What follows belongs to an exercise in optimizing a design on an open flow for small area, a short achievable clock period and few clock cycles per item; a production flow would make more cautious choices.
Only simulation tests tie the RTL to the original design; equivalence was not proved.

==> flow/design.v (outline; a module is shown in full before it is edited, if it fits) <==
// module nco_waveform: 2213 lines
// module fa_cell: 4 lines
// module ha_cell: 4 lines
module nco_waveform (
    input  wire        clk,
    input  wire        rst,         
    input  wire        in_valid,
    output wire        in_ready,
    input  wire [31:0] p_in,
    input  wire [31:0] gain_in,
    input  wire [2:0]  wave_in,
    input  wire [31:0] rng_in,
    output reg         out_valid,
    output reg  [31:0] y_out,
    output reg  [31:0] rng_out
);
  // ...
==> flow/run.sh <==
#!/bin/bash
# synth_recipe.tcl (not shown) runs the flow's synth.tcl, then flattens the netlist and writes it again
# the make line also repeats each setting of config.mk as NAME=value (left out here)
make -C /OpenROAD-flow-scripts/flow DESIGN_CONFIG=/design/flow/config.mk WORK_HOME=/design/flow/orfs CLKGATE_MAP_FILE= SYNTH_SCRIPT=/design/flow/synth_recipe.tcl finish
==> flow/config.mk <==
export PLATFORM = sky130hd
export DESIGN_NAME = nco_waveform
export DESIGN_NICKNAME = nco_waveform
export VERILOG_FILES = /design/flow/design.v
export SDC_FILE = /design/flow/constraint.sdc
export NUM_CORES = 4
export LEC_CHECK = 0
export CAP_MARGIN = 20
export CORE_MARGIN = 2
export CORE_UTILIZATION = 30
export SLEW_MARGIN = 20
export SYNTH_HIERARCHICAL = 1
==> flow/constraint.sdc <==
create_clock -name core_clock -period 22.0 [get_ports {clk}]
set_input_delay 4.4000 -clock core_clock [delete_from_list [all_inputs] [get_ports {clk}]]
set_output_delay 4.4000 -clock core_clock [all_outputs]
set_load 0.01 [all_outputs]
==> results.json, run 1 <==
{
  "yosysTopAreaCellShare": 0.275,
  "nonClkBufAreaFrac": 0.0406,
  "min_path_cells": 0,
  "dr_wl_met3_mm": 8.81,
  "timing.final.ws_setup_ns": 14.71,
  "grt_util_met3": 0.0307,
  "async_reset_ff_frac": 0,
  "whs_endpoint": "rng_out[28]",
  "endpoint_kind": "flop",
  "grt_pass1_wl_mm": 212,
  "dp_hpwl_mm": 96.5,
  "ys_top_cells_by_area": "dfxtp_1 (28%), fa_1 (27%), and2_1 (7.1%)",
  "path_delay_family": "simple AND/OR/NAND/NOR gates",
  "cp_data_arrival_time_ns": 7.91,
  "slew_headroom": 0.295,
  "seq_share": 0.242,
  "syn_area_mm2": 0.0478,
  "r2r_slack_ns": 14.71,
  "vias": 34253,
  "antenna_found_initial": 9,
  "status": "no timing/DRC/antenna violations",
  "coreArea_mm2": 0.158,
  "rr_startpoint": "rp2[1]"
}
Testbench counts, summed over its fixed seeds: cycles 3,256, items 3,200.
==> inputs of run 2 (changes only) <==
--- a/flow/design.v
+++ b/flow/design.v
@@ -20,20 +20,22 @@
             v0 <= 1'b0; v1 <= 1'b0; v2 <= 1'b0; v3 <= 1'b0; v4 <= 1'b0; v5 <= 1'b0;
             out_valid <= 1'b0;
         end else begin
             v0 <= in_valid; v1 <= v0; v2 <= v1; v3 <= v2; v4 <= v3; v5 <= v4;
             out_valid <= v5;
         end
     end
     reg [30:0] p0;
+    reg        pnz0;                      
     reg [31:0] g0, r0;
     reg [2:0]  w0;
     always @(posedge clk) begin
         p0 <= p_in[30:0];
+        pnz0 <= (p_in[30:23] != 8'd0);
         g0 <= gain_in;
         r0 <= rng_in;
         w0 <= wave_in;
     end
     wire is_sq  = (w0 == 3'd1);
     wire is_tri = (w0 == 3'd2);
     wire is_saw = (w0 == 3'd3);
     wire is_nz  = !(is_sq || is_tri || is_saw);
@@ -43,22 +45,22 @@
         ls = r0;
         kk = 24'd0;
         for (i = 0; i < 24; i = i + 1) begin
             kk = {kk[22:0], ls[0]};
             ls = (ls >> 1) ^ (ls[0] ? 32'h80200003 : 32'd0);
         end
     end
     wire [7:0]  pe  = p0[30:23];
-    wire        pnz = (pe != 8'd0);
+    wire        pnz = pnz0;
     wire [23:0] pX  = {pnz, p0[22:0]};
     wire [7:0]  pep = pnz ? pe : 8'd1;
     wire [7:0]  t_shr = 8'd129 - pep;
     wire        t_big = (t_shr > 8'd27);
-    wire [4:0]  t_sh  = t_shr[4:0];
+    wire [4:0]  t_sh  = 5'd1 - pep[4:0];               
     wire [27:0] t_b   = {pX, 4'b0000} >> t_sh;           
     reg  [4:0]  t_tz;                                     
     always @(*) begin
         t_tz = 5'd24;
         for (i = 23; i >= 0; i = i - 1)
             if (pX[i]) t_tz = i[4:0];
     end
     wire        t_s   = ({1'b0, t_tz} + 6'd4) < {1'b0, t_sh};    
@@ -505,60 +507,61 @@
     wire rb134, rb135;
     fa_cell u_rb134 (.a(rb92), .b(rb59), .c(rb91), .s(rb134), .co(rb135));
     wire rb136, rb137;
     fa_cell u_rb136 (.a(rb94), .b(rb63), .c(rb93), .s(rb136), .co(rb137));
     wire [25:0] rb_ra = {rb136, rb134, rb132, rb130, rb128, rb126, rb124, rb122, rb120, rb118, rb116, rb114, rb112, rb110, rb108, rb106, rb104, rb102, rb100, rb98, rb96, a1[4], a1[3], a1[2], a1[1], a1[0]};
     wire [25:0] rb_rb = {rb135, rb133, rb131, rb129, rb127, rb125, rb123, rb121, rb119, rb117, rb115, rb113, rb111, rb109, rb107, rb105, rb103, rb101, rb99, rb97, a1[0], a1[2], a1[1], a1[0], 1'b0, 1'b0};
     wire [25:0] b_r0 = rb_ra + rb_rb;
     wire        b_c  = (b_r0 >= {2'b00, D_MANT});
+    wire [24:0] b_sh  = a1 >> s_rp1;
+    wire        b_g   = a1[s_rp1 - 3'd1];
+    wire        b_lo1 = (s_rp1 == 3'd1) || (s_rp1 == 3'd2 && a1[0]) ||
+                        (s_rp1 == 3'd3 && (&a1[1:0])) || (s_rp1 == 3'd4 && (&a1[2:0]));
     wire [23:0] tn_x   = a1[23:0];
     wire [23:0] tn_mag = tn_x[23] ? {1'b0, tn_x[22:0]} : (24'h800000 - {1'b0, tn_x[22:0]});
     wire        tn_z   = (tn_x == 24'h800000);
     wire        tn_s   = !tn_z && (!tn_x[23] ^ flip1);
-    reg [25:0] a2;                        
-    reg        c2, z2, sg2, is_saw2, nanp2;
-    reg [2:0]  rp2;
+    reg [24:0] a2;                        
+    reg        c2, g2r, lo2, z2, sg2, is_saw2, nanp2;
     reg [7:0]  evb2;
     reg [31:0] g2, r2;
     always @(posedge clk) begin
-        a2      <= is_saw1 ? a1 : {2'b00, tn_mag};
+        a2      <= is_saw1 ? b_sh : {1'b0, tn_mag};
         c2      <= b_c;
+        g2r     <= b_g;
+        lo2     <= b_lo1;
         z2      <= is_saw1 ? s_zx1 : tn_z;
         sg2     <= !is_saw1 && tn_s;
         is_saw2 <= is_saw1;
-        rp2     <= s_rp1;
         evb2    <= s_evb1;
         nanp2   <= nanp1;
         g2      <= g1;
         r2      <= r1;
     end
-    wire        e_g   = a2[rp2 - 3'd1];                               
-    wire        e_lo1 = (rp2 == 3'd1) || (rp2 == 3'd2 && a2[0]) ||
-                        (rp2 == 3'd3 && (&a2[1:0])) || (rp2 == 3'd4 && (&a2[2:0]));
-    wire        e_up  = e_g | (c2 & e_lo1);
-    wire [24:0] e_sh  = a2 >> rp2;
-    wire [24:0] e_qr  = e_sh + {24'd0, e_up};                         
-    wire [24:0] e_raw = is_saw2 ? e_qr : {1'b0, a2[23:0]};
+    wire        e_up  = g2r | (c2 & lo2);
+    wire [24:0] e_qr  = a2 + {24'd0, e_up};                           
+    wire [24:0] e_raw = is_saw2 ? e_qr : a2;
     reg  [4:0]  e_lz;
     always @(*) begin
         e_lz = 5'd0;
         for (i = 0; i < 25; i = i + 1)
             if (e_raw[i]) e_lz = 5'd24 - i[4:0];
     end
     wire [24:0] e_n   = e_raw << e_lz;
-    wire signed [9:0] e_ev = $signed({2'b00, is_saw2 ? evb2 : 8'd128}) - $signed({5'd0, e_lz});
     wire        e_z   = z2 || (e_raw == 25'd0);
     reg [23:0] m3;
-    reg signed [9:0] ev3;
+    reg [7:0]  eb3;                       
+    reg [4:0]  lz3;
     reg        z3, sg3, nanp3;
     reg [31:0] g3, r3;
     always @(posedge clk) begin
         m3    <= e_n[24:1];
-        ev3   <= e_ev;
+        eb3   <= is_saw2 ? evb2 : 8'd128;
+        lz3   <= e_lz;
         z3    <= e_z;
         sg3   <= sg2;
         nanp3 <= nanp2;
         g3    <= g2;
         r3    <= r2;
     end
     wire [7:0]  c_ge  = g3[30:23];
     wire [23:0] c_gm  = {(c_ge != 8'd0), g3[22:0]};
@@ -2135,17 +2138,18 @@
         c_tzg = 5'd24;
         c_tzv = 5'd24;
         for (i = 23; i >= 0; i = i - 1) begin
             if (c_gm[i]) c_tzg = i[4:0];
             if (m3[i])   c_tzv = i[4:0];
         end
     end
     wire        c_st  = ({1'b0, c_tzg} + {1'b0, c_tzv}) < 6'd22;      
-    wire signed [9:0] c_e1 = $signed({2'd0, c_gep}) + ev3 - 10'sd126;  
+    wire signed [9:0] c_e1 = $signed({2'd0, c_gep}) + $signed({2'd0, eb3}) - $signed({5'd0, lz3})
+                           - 10'sd126;                                  
     wire signed [9:0] c_sh1r = 10'sd1 - c_e1;
     wire signed [9:0] c_sh0r = 10'sd2 - c_e1;
     wire [4:0]  c_sh1 = (c_sh1r <= 10'sd0) ? 5'd0 : ((c_sh1r > 10'sd26) ? 5'd26 : c_sh1r[4:0]);
     wire [4:0]  c_sh0 = (c_sh0r <= 10'sd0) ? 5'd0 : ((c_sh0r > 10'sd26) ? 5'd26 : c_sh0r[4:0]);
     wire        c_gnan = (c_ge == 8'hFF) && (g3[22:0] != 23'd0);
     wire        c_ginf = (c_ge == 8'hFF) && (g3[22:0] == 23'd0);
     wire        c_gz   = (g3[30:0] == 31'd0);
     reg [25:0] pa4, pb4;
@@ -2171,31 +2175,33 @@
     end
     wire [25:0] d_p  = pa4 + pb4 + {25'd0, ci4};       
     wire        d_h  = d_p[25];
     wire [24:0] d_w  = d_h ? d_p[25:1] : d_p[24:0];    
     wire        d_s0 = d_h ? (d_p[0] | st4) : st4;
     wire [7:0]  d_ef = d_h ? ef4 : (ef4 - 8'd1);
     wire [4:0]  d_sh = d_h ? sh14 : sh04;
     wire [24:0] d_ws = d_w >> d_sh;
-    reg  [4:0]  d_tz;
+    reg  [24:0] d_m1, d_m0;
     always @(*) begin
-        d_tz = 5'd25;
-        for (i = 24; i >= 0; i = i - 1)
-            if (d_w[i]) d_tz = i[4:0];
+        for (i = 0; i < 25; i = i + 1) begin
+            d_m1[i] = (i < sh14);
+            d_m0[i] = (i < sh04);
+        end
     end
+    wire        d_so = d_h ? |(d_p[25:1] & d_m1) : |(d_p[24:0] & d_m0);
     reg [23:0] m5;
     reg        rg5, rs5;
     reg [7:0]  ef5;
     reg        sy5, nanq5, inf5, zero5, nanp5;
     reg [31:0] r5;
     always @(posedge clk) begin
         m5    <= d_ws[24:1];
         rg5   <= d_ws[0];
-        rs5   <= d_s0 | (d_tz < d_sh);
+        rs5   <= d_s0 | d_so;
         ef5   <= d_ws[24] ? d_ef : 8'd0;
         sy5   <= sy4;
         nanq5 <= nanq4;
         inf5  <= inf4;
         zero5 <= zero4;
         nanp5 <= nanp4;
         r5    <= r4;
     end
==> flow/config.mk (replaced) <==
export PLATFORM = sky130hd
export DESIGN_NAME = nco_waveform
export DESIGN_NICKNAME = nco_waveform
export VERILOG_FILES = /design/flow/design.v
export SDC_FILE = /design/flow/constraint.sdc
export NUM_CORES = 4
export LEC_CHECK = 0
export CAP_MARGIN = 50
export CORE_MARGIN = 2
export CORE_UTILIZATION = 30
export SLEW_MARGIN = 70
export SYNTH_HIERARCHICAL = 1
==> results.json, run 2 <==
{
  "multi_input_area_mm2": 0.0352,
  "synth_edf_count": 0,
  "drt_iter0_drc": 2884,
  "std_cell_rows": 148,
  "fin_skew_ns": 0.0352,
  "slew_violations": 0,
  "drt-wirelength-per-cell_um": 20.3,
  "rsz0062_at_grt": "no",
  "dp_hpwl_mm": 103,
  "synth.avg_cell_area_um2": 10.3,
  "area_growth_pct": 16.1,
  "grt_start_max_net_pins": 52,
  "die-height_um": 408,
  "crit_type": "flop to flop",
  "cts_setup_buffers": 0,
  "final_core_util": 0.350,
  "synthCells": 4782,
  "max_freq_ghz": 0.167,
  "min_period_ns": 6.00,
  "path_max_fanout": 11,
  "min_path_cells": 0,
  "synth_most_common_cell": "dfxtp_1",
  "yosys-top-cells-count": "dfxtp_1 (661), fa_1 (658), and2_1 (561)",
  "cts_resized": 0,
  "cts.sink_count": 661,
  "clk_pin_slew_ns": 0.06,
  "timing.final.ws_setup_ns": 16.00,
  "wl_mm": 144,
  "h-tree-depth": 3,
  "cts_made_buffers": 75,
  "final_common_cell": "fa_1",
  "min_path_type": "flop to flop",
  "syn_area_mm2": 0.0491,
  "worstRegToRegCells": 17,
  "grt_pass1_wl_mm": 223,
  "drive_gt1_frac": 0.115,
  "die_x_um": 408,
  "cp-start-kind": "flop",
  "yosysWarnings": 7,
  "grt.overflow.total": 0,
  "tritoncts": "yes",
  "die_area_mm2": 0.167,
  "yosysUniqueCellTypes": 110,
  "gp_congestion": 0.893,
  "layout.nets": 5835,
  "worstPathRequired_ns": 22.57,
  "synth_nets": 5751,
  "place_ws_ns": 15.89,
  "port_buffers": 165,
  "coreArea_mm2": 0.163,
  "status": "no timing/DRC/antenna violations",
  "synth_seq_cells": 661,
  "clockRootBuffer": "clkbuf_16",
  "hold_slack_ns": 0.319,
  "vias": 36749,
  "grt_pass1_vias": 37813,
  "fin_crit_sh": 0.273,
  "ctsHoldBuffers": 0,
  "setup_viol": 0,
  "clk-insertion-delay-late_ns": 0.68,
  "async_reset_ff_frac": 0,
  "hold_viol": 0,
  "register_area_mm2": 0.0133,
  "ant_nets": 0,
  "drt_drc_violations_left": 0,
  "synth_flop_cell": "dfxtp_1",
  "antenna_found_initial": 9,
  "grt.total_usage": 0.170,
  "first_pass_iters": 7,
  "antenna_cells": 0,
  "cap_violations": 0,
  "via_per_inst": 5.18,
  "ys_seq_area_frac": 0.270,
  "cts.path.max_buffers": 3,
  "synth_top_area_cell": "dfxtp_1",
  "ys_top_cells_by_area": "dfxtp_1 (27%), fa_1 (27%), and2_1 (7.2%)",
  "layout_common_cells": "fa_1 (658), dfxtp_1 (602), and2_1 (560), nor2_1 (284), nand2_1 (241)",
  "r2r_slack_ns": 16.00,
  "endpoint_kind": "flop",
  "initial_core_util": 0.302,
  "cp_data_arrival_time_ns": 6.57,
  "nFillCells": 16352,
  "io_pins": 168,
  "yosysTopAreaCellShare": 0.270,
  "tns_ns": 0
}
run 2: cell count changes after synthesis, moves of 12 or more:
| cell | before | now |
|---|---|---|
| a21oi_1 | 190 | 235 |
| nor2_1 | 244 | 289 |
| mux2i_1 | 149 | 114 |
| nand3_1 | 67 | 93 |
| o21ai_0 | 183 | 209 |
| clkbuf_1 | 189 | 213 |
| a211oi_1 | 24 | 45 |
| o22ai_1 | 8 | 27 |
| and2_1 | 544 | 561 |
| nand4_1 | 28 | 43 |
| buf_2 | 14 | 27 |
| mux2_2 | 41 | 29 |
run 2: metrics by stage:
stage               instances  cell area [µm²]
floorplan                4782            49100
global placement         6933            53000
detailed placement       6957            53900
CTS                      7093            56500
global route             7100            57000
finish                   7100            57000
run 2: per-module statistics from Yosys, one instance, submodules excluded:
| module | cells | times used |
|---|---|---|
| nco_waveform | 4081 | 1 |
| fa_cell | 1 | 647 |
| ha_cell | 1 | 54 |
run 2: routing by layer:
layer  share of wire  global-route usage  wire, µm
met5         0.00012                   0        17
met4           0.032              0.0579      4620
met3           0.075              0.0362     10800
met2            0.48               0.284     69200
met1            0.41               0.218     59200
run 2: kinds of logic after synthesis:
family / Yosys count / share of synthesized area
DFF: 661 / 0.270
AOI/OAI and AO/OA: 853 / 0.112
adders and majority gates: 867 / 0.322
other: 1 / 0.0000764
muxes: 186 / 0.0492
buffers and inverters: 417 / 0.0337
and+or+nand+nor: 1577 / 0.172
xor gates and xnor gates: 220 / 0.0410
run 2: path summary, 6_finish.rpt:
check                           startpoint  endpoint
worst max register to register       p0[9]    a1[23]
worst min-delay path                r1[23]    r2[23]
worst min register to register      r1[23]    r2[23]
worst max-delay path                 p0[9]    a1[23]
run 2: area by class of cell:
| type | count | share of cell area |
|---|---|---|
| Multi-Input combinational cell | 3704 | 0.619 |
| Sequential cell | 661 | 0.234 |
| Clock buffer | 90 | 0.0353 |
| Tap cell | 2175 | 0.0478 |
| Timing Repair Buffer | 269 | 0.0438 |
| Inverter | 155 | 0.0106 |
| Clock inverter | 46 | 0.0102 |
run 2: worst max-delay path, stage by stage (launching register included):
cell	delay (ns)
dfxtp_2	0.52
clkinv_1	0.45
ha_1	0.46
fa_1	0.49
fa_1	0.52
fa_1	0.55
ha_1	0.21
and3b_1	0.17
o21a_1	0.20
o2111ai_1	0.32
a311o_1	0.39
a211oi_1	0.15
a211oi_2	0.35
o21ai_1	0.17
a221o_1	0.36
a21oi_1	0.18
xor2_1	0.10
o21ai_2	0.28
Testbench counts of run 2, summed over its fixed seeds: cycles 3,256, items 3,200.
==> inputs of run 3 (changes only) <==
--- a/flow/config.mk
+++ b/flow/config.mk
@@ -5,8 +5,8 @@
 export SDC_FILE = /design/flow/constraint.sdc
 export NUM_CORES = 4
 export LEC_CHECK = 0
-export CAP_MARGIN = 50
+export CAP_MARGIN = 20
 export CORE_MARGIN = 2
 export CORE_UTILIZATION = 30
-export SLEW_MARGIN = 70
+export SLEW_MARGIN = 20
 export SYNTH_HIERARCHICAL = 1
==> results.json, run 3 <==
{
  "async_reset_ff_frac": 0,
  "std_cell_rows": 148,
  "grt_pass1_vias": 37875,
  "syn_area_mm2": 0.0491,
  "clockRootBuffer": "clkbuf_16",
  "final_core_util": 0.341,
  "layout_common_cells": "fa_1 (658), dfxtp_1 (658), and2_1 (561), nor2_1 (288), nand2_1 (243)",
  "slew_violations": 0,
  "ys_seq_area_frac": 0.270,
  "dp_hpwl_mm": 102,
  "synthCells": 4782,
  "synth_seq_cells": 661,
  "die_area_mm2": 0.167,
  "synth_top_family_by_area": "adder cells",
  "drt-wirelength-per-cell_um": 20.2,
  "grt.total_usage": 0.170,
  "worst_pin_slew_ns": 1.05,
  "yosysWarnings": 7,
  "nFillCells": 16536,
  "wl_mm": 143,
  "slew_headroom": 0.295,
  "cap_violations": 0,
  "path_max_fanout": 11,
  "rsz0062_at_grt": "no",
  "register_area_mm2": 0.0132,
  "io_pins": 168,
  "cts_resized": 0,
  "clk_pin_slew_ns": 0.06,
  "fin_crit_sh": 0.320,
  "tns_ns": 0,
  "drt_iter0_drc": 2647,
  "cp-start-kind": "flop",
  "worstPathRequired_ns": 22.53,
  "h-tree-depth": 3,
  "tritoncts": "yes",
  "layout.nets": 5801,
  "muxShareOfSynthArea": 0.0492,
  "hold_slack_ns": 0.319,
  "antenna_found_initial": 6,
  "ys_top_cells_by_area": "dfxtp_1 (27%), fa_1 (27%), and2_1 (7.2%)",
  "ctsHoldBuffers": 0,
  "synth-simple-area-share": 0.172,
  "status": "no timing/DRC/antenna violations",
  "synth-compound-area-share": 0.112,
  "drt_drc_violations_left": 0,
  "cts.sink_count": 661,
  "cts_made_buffers": 72,
  "setup_viol": 0,
  "gp_congestion": 0.893,
  "synth.avg_cell_area_um2": 10.3,
  "hold_viol": 0,
  "die_x_um": 408,
  "ant_nets": 0,
  "port_buffers": 165,
  "vias": 36415,
  "synth-adder-area-share": 0.322,
  "grt_start_max_net_pins": 52,
  "cts_setup_buffers": 0,
  "via_per_inst": 5.16,
  "cp_data_arrival_time_ns": 7.58,
  "min_path_type": "flop to flop",
  "yosysTopAreaCellShare": 0.270,
  "fin_skew_ns": 0.0400,
  "min_period_ns": 7.05,
  "synth_nets": 5751,
  "coreArea_mm2": 0.163,
  "multi_input_area_mm2": 0.0342,
  "cts.path.max_buffers": 3,
  "yosys-top-cells-count": "dfxtp_1 (661), fa_1 (658), and2_1 (561)",
  "synth_edf_count": 0,
  "yosysUniqueCellTypes": 110,
  "max_freq_ghz": 0.142,
  "drive_gt1_frac": 0.0686,
  "clk-insertion-delay-late_ns": 0.69,
  "initial_core_util": 0.302,
  "first_pass_iters": 6,
  "synth_flop_cell": "dfxtp_1",
  "area_growth_pct": 13.1,
  "synth_most_common_cell": "dfxtp_1",
  "endpoint_kind": "flop",
  "grt.overflow.total": 0,
  "die-height_um": 408,
  "grt_pass1_wl_mm": 222,
  "synth_top_area_cell": "dfxtp_1",
  "synth_xor_area_frac": 0.0410,
  "crit_type": "flop to flop"
}
[run 3: cell counts after synthesis]
No cell type changed its count.
[run 3: through the flow]
step                setup WS (ns)  std cells  instance area, µm²
floorplan                   16.48       4782               49100
global placement            15.14       6933               53000
detailed placement          14.98       6933               53000
CTS                         14.97       7061               55500
global route                14.69       7061               55500
finish                      14.95       7064               55500
[run 3: critical path, cell delays in order, from the launching register on]
cell       delay [ns]
dfxtp_1          0.79
inv_1            0.54
fa_1             0.60
fa_1             0.52
fa_1             0.52
fa_1             0.55
ha_1             0.21
and3b_1          0.17
o21a_1           0.20
o2111ai_1        0.31
a311o_1          0.39
a211oi_1         0.13
a211oi_1         0.48
o21ai_0          0.27
a221o_1          0.39
a21oi_1          0.19
xor2_1           0.09
o21ai_0          0.53
[run 3: final timing paths]
| check | endpoint | cells past startpoint | slack, ns | from |
|---|---|---|---|---|
| worst min-delay path | rng_out[19] | 0 | 0.32 | r5[19] |
| worst max-delay path | a1[23] | 17 | 14.95 | p0[13] |
| worst max register to register | a1[23] | 17 | 14.95 | p0[13] |
| worst min register to register | rng_out[19] | 0 | 0.32 | r5[19] |
[run 3: Yosys stat by module, one instance, submodules excluded]
| module | flip-flops and latches | cells inside |
|---|---|---|
| fa_cell | 0 | 1 |
| ha_cell | 0 | 1 |
| nco_waveform | 661 | 4081 |
[run 3: per-layer routing]
metal	global-route usage	wire length (µm)	up-vias
met1	0.218	59000	18214
li1	-	-	16492
met2	0.282	68200	1420
met3	0.0340	10600	287
met4	0.0609	4900	2
met5	0	13	-
[run 3: layout make-up]
cell class              count  share of cell area
diodes                      3            0.000135
clock buffers              85              0.0346
clock inverters            43              0.0106
inverters                 155              0.0106
multi-input cells        3704               0.617
flip-flops and latches    661               0.239
well taps                2175              0.0490
repair buffers            238              0.0396
[run 3: cell families after synthesis]
group	Yosys count
AND/OR/NAND/NOR	1577
adder cells (fa/ha/maj)	867
AO/OA/AOI/OAI	853
flip-flops	661
buffers and inverters	417
XOR/XNOR	220
multiplexers	186
other	1
==> inputs of run 4 (changes only) <==
--- a/flow/config.mk
+++ b/flow/config.mk
@@ -7,6 +7,7 @@
 export LEC_CHECK = 0
 export CAP_MARGIN = 20
 export CORE_MARGIN = 2
-export CORE_UTILIZATION = 30
+export CORE_UTILIZATION = 50
+export CTS_BUF_LIST = sky130_fd_sc_hd__clkbuf_4 sky130_fd_sc_hd__clkbuf_8
 export SLEW_MARGIN = 20
 export SYNTH_HIERARCHICAL = 1
==> results.json, run 4 <==
{
  "status": "no timing/DRC/antenna violations",
  "dp_hpwl_mm": 98.9,
  "rr_startpoint": "p0[13]",
  "first_pass_iters": 5,
  "slew_violations": 0,
  "grt.total_usage": 0.274,
  "io_pins": 168,
  "slew_headroom": 0.321,
  "cts.sink_count": 661,
  "layout_common_cells": "dfxtp_1 (661), fa_1 (658), and2_1 (561), nor2_1 (288), nand2_1 (243)",
  "ctsHoldBuffers": 0,
  "synth_most_common_cell": "dfxtp_1",
  "grt_pass1_wl_mm": 212,
  "min_path_type": "flop to flop",
  "worstPathRequired_ns": 22.58,
  "drt-wirelength-per-cell_um": 21.9,
  "cts_resized": 0,
  "clk-insertion-delay-late_ns": 0.75,
  "die-height_um": 317,
  "endpoint": "a1[16]",
  "crit_start": "p0[13]",
  "fin_crit_sh": 0.291,
  "yosysWarnings": 7,
  "final_common_cell": "dfxtp_1",
  "via_per_inst": 5.81,
  "ys_seq_area_frac": 0.270,
  "clockRootBuffer": "clkbuf_8",
  "cts_made_buffers": 107,
  "layout.nets": 5840,
  "synth_top_area_cell": "dfxtp_1",
  "cap_violations": 0,
  "cpPeakStageDelay_ns": 0.77,
  "yosysTopAreaCellShare": 0.270,
  "grt_pass1_vias": 36495,
  "place_ws_ns": 15.58,
  "path_common_cell": "fa_1",
  "synth_edf_count": 0,
  "std_cell_rows": 114,
  "critical_path.slowest_cell": "dfxtp_1",
  "gp_congestion": 0.942,
  "min_period_ns": 6.40,
  "timing.final.ws_setup_ns": 15.60,
  "hold_viol": 0,
  "synth_nets": 5751,
  "antenna_found_initial": 7,
  "grt.overflow.total": 0,
  "endpoint_kind": "flop",
  "vias": 36210,
  "cp_data_arrival_time_ns": 6.98,
  "r2r_slack_ns": 15.60,
  "die_x_um": 317,
  "port_buffers": 165,
  "yosys-top-cells-count": "dfxtp_1 (661), fa_1 (658), and2_1 (561)",
  "synth_flop_cell": "dfxtp_1",
  "grt_start_max_net_pins": 52,
  "clk_pin_slew_ns": 0.06,
  "tns_ns": 0,
  "area_growth_pct": 10.4,
  "cts_setup_buffers": 0,
  "max_freq_ghz": 0.156,
  "setup_viol": 0,
  "crit_type": "flop to flop",
  "drt_drc_violations_left": 0,
  "worstRegToRegCells": 16,
  "tritoncts": "yes",
  "h-tree-depth": 3,
  "coreArea_mm2": 0.0970,
  "wl_mm": 137,
  "worst_pin_slew_ns": 0.990,
  "rsz0062_at_grt": "no",
  "cp-start-kind": "flop",
  "async_reset_ff_frac": 0,
  "drt_iter0_drc": 3000,
  "cts.path.max_buffers": 3,
  "synth.avg_cell_area_um2": 10.3,
  "crit_path_cell_trace": "inv_1 > fa_1 > fa_1 > fa_1 > fa_1 > ha_1 > and3b_1 > o21a_1 > o2111ai_1 > a311o_1 > a21oi_1 > o21a_1 > o21a_1 > or3_1 > a32oi_1 > o21ai_0",
  "synthCells": 4782,
  "synth_seq_cells": 661,
  "fin_skew_ns": 0.0459,
  "drive_gt1_frac": 0.0818,
  "initial_core_util": 0.506,
  "ys_top_cells_by_area": "dfxtp_1 (27%), fa_1 (27%), and2_1 (7.2%)",
  "nFillCells": 8601,
  "syn_area_mm2": 0.0491,
  "path_max_fanout": 11,
  "die_area_mm2": 0.101,
  "r2r_end": "a1[16]",
  "ant_nets": 0,
  "yosysUniqueCellTypes": 110
}
==> run 4: cell counts after synthesis <==
No cell type changed its count.
==> run 4: Yosys stat by module, one instance, submodules excluded <==
| module | cell area (µm²) | times used |
|---|---|---|
| nco_waveform | 35400 | 1 |
| fa_cell | 20.0 | 647 |
| ha_cell | 12.5 | 54 |
==> run 4: cells by family after synthesis <==
kind of cell	count (synthesis)	share of synthesized area
buf+inv	417	0.0337
compound gates	853	0.112
mux	186	0.0492
flops	661	0.270
xor+xnor	220	0.0410
fa+ha+maj	867	0.322
other cells	1	0.0000764
simple gates	1577	0.172
==> run 4: worst min-delay path by stage <==
stage / startpoint / end / slack (ns) / cells after the start
after floorplan: s_evb1[0] / evb2[0] / 0.31 / 0
after global placement: g2[9] / g3[9] / 0.31 / 0
after detailed placement: s_evb1[7] / evb2[7] / 0.31 / 0
after CTS: r1[29] / r2[29] / 0.32 / 0
after global routing: r1[30] / r2[30] / 0.32 / 0
final: g1[2] / g2[2] / 0.32 / 0
==> run 4: per-stage QoR <==
stage | std cells | hold slack (ns) | util | cell area, µm²
after floorplan | 4782 | 0.310 | - | 49100
after global placement | 6038 | 0.309 | 0.535 | 51900
after detailed placement | 6038 | 0.312 | 0.535 | 51900
after CTS | 6229 | 0.318 | 0.558 | 54200
after global routing | 6232 | 0.320 | 0.559 | 54200
final | 6233 | 0.317 | 0.559 | 54200
==> run 4: worst max-delay path: cells and delay by family, from the launching register on <==
kind                       cells  cell delay (ns)
and+or+nand+nor                2             0.47
AOI/OAI and AO/OA              8             2.03
DFF                            1             0.77
adders and majority gates      5             2.44
buffers and inverters          1             0.53
==> run 4: final cells by class <==
| cell class | count | area, µm² | area share |
|---|---|---|---|
| Antenna cell | 4 | 10.0 | 0.000185 |
| Clock buffer | 147 | 1920 | 0.0354 |
| Clock inverter | 44 | 383 | 0.00707 |
| Inverter | 155 | 586 | 0.0108 |
| Multi-Input combinational cell | 3704 | 34200 | 0.632 |
| Sequential cell | 661 | 13200 | 0.244 |
| Tap cell | 1276 | 1600 | 0.0295 |
| Timing Repair Buffer | 242 | 2230 | 0.0412 |
==> run 4: layer usage <==
| layer | GRT usage | vias up | share of wire |
|---|---|---|---|
| li1 | - | 16568 | - |
| met1 | 0.364 | 17993 | 0.42 |
| met5 | 0 | - | 0 |
| met2 | 0.453 | 1364 | 0.48 |
| met4 | 0.106 | 0 | 0.037 |
| met3 | 0.0413 | 285 | 0.062 |

==> separate check: timing with driven ports <==
In the flow no input, the clock included, has a driving cell. The finished layouts below were timed again as built, in two steps. Step 1, drivers: a clkbuf_16 drives clk and a buf_2 each remaining input, both assumed. Step 2 also shifts input and output timing later by t, the mid clock arrival at the registers, as if the neighbouring blocks saw the same clock. a / b / c = no drivers / after step 1 / after step 2; a / b = the first two.
| run | t (ns) | slack for setup (ns) | worst setup path at the end |
|---|---|---|---|
| run 1 | 0.739 | 14.710 / 14.710 / 14.710 | register to register |
| run 2 | 0.732 | 15.999 / 15.931 / 15.999 | register to register |
| run 3 | 0.750 | 14.949 / 14.949 / 14.949 | register to register |
| run 4 | 0.791 | 15.596 / 15.596 / 15.596 | register to register |
After both steps every run listed still meets setup and hold.
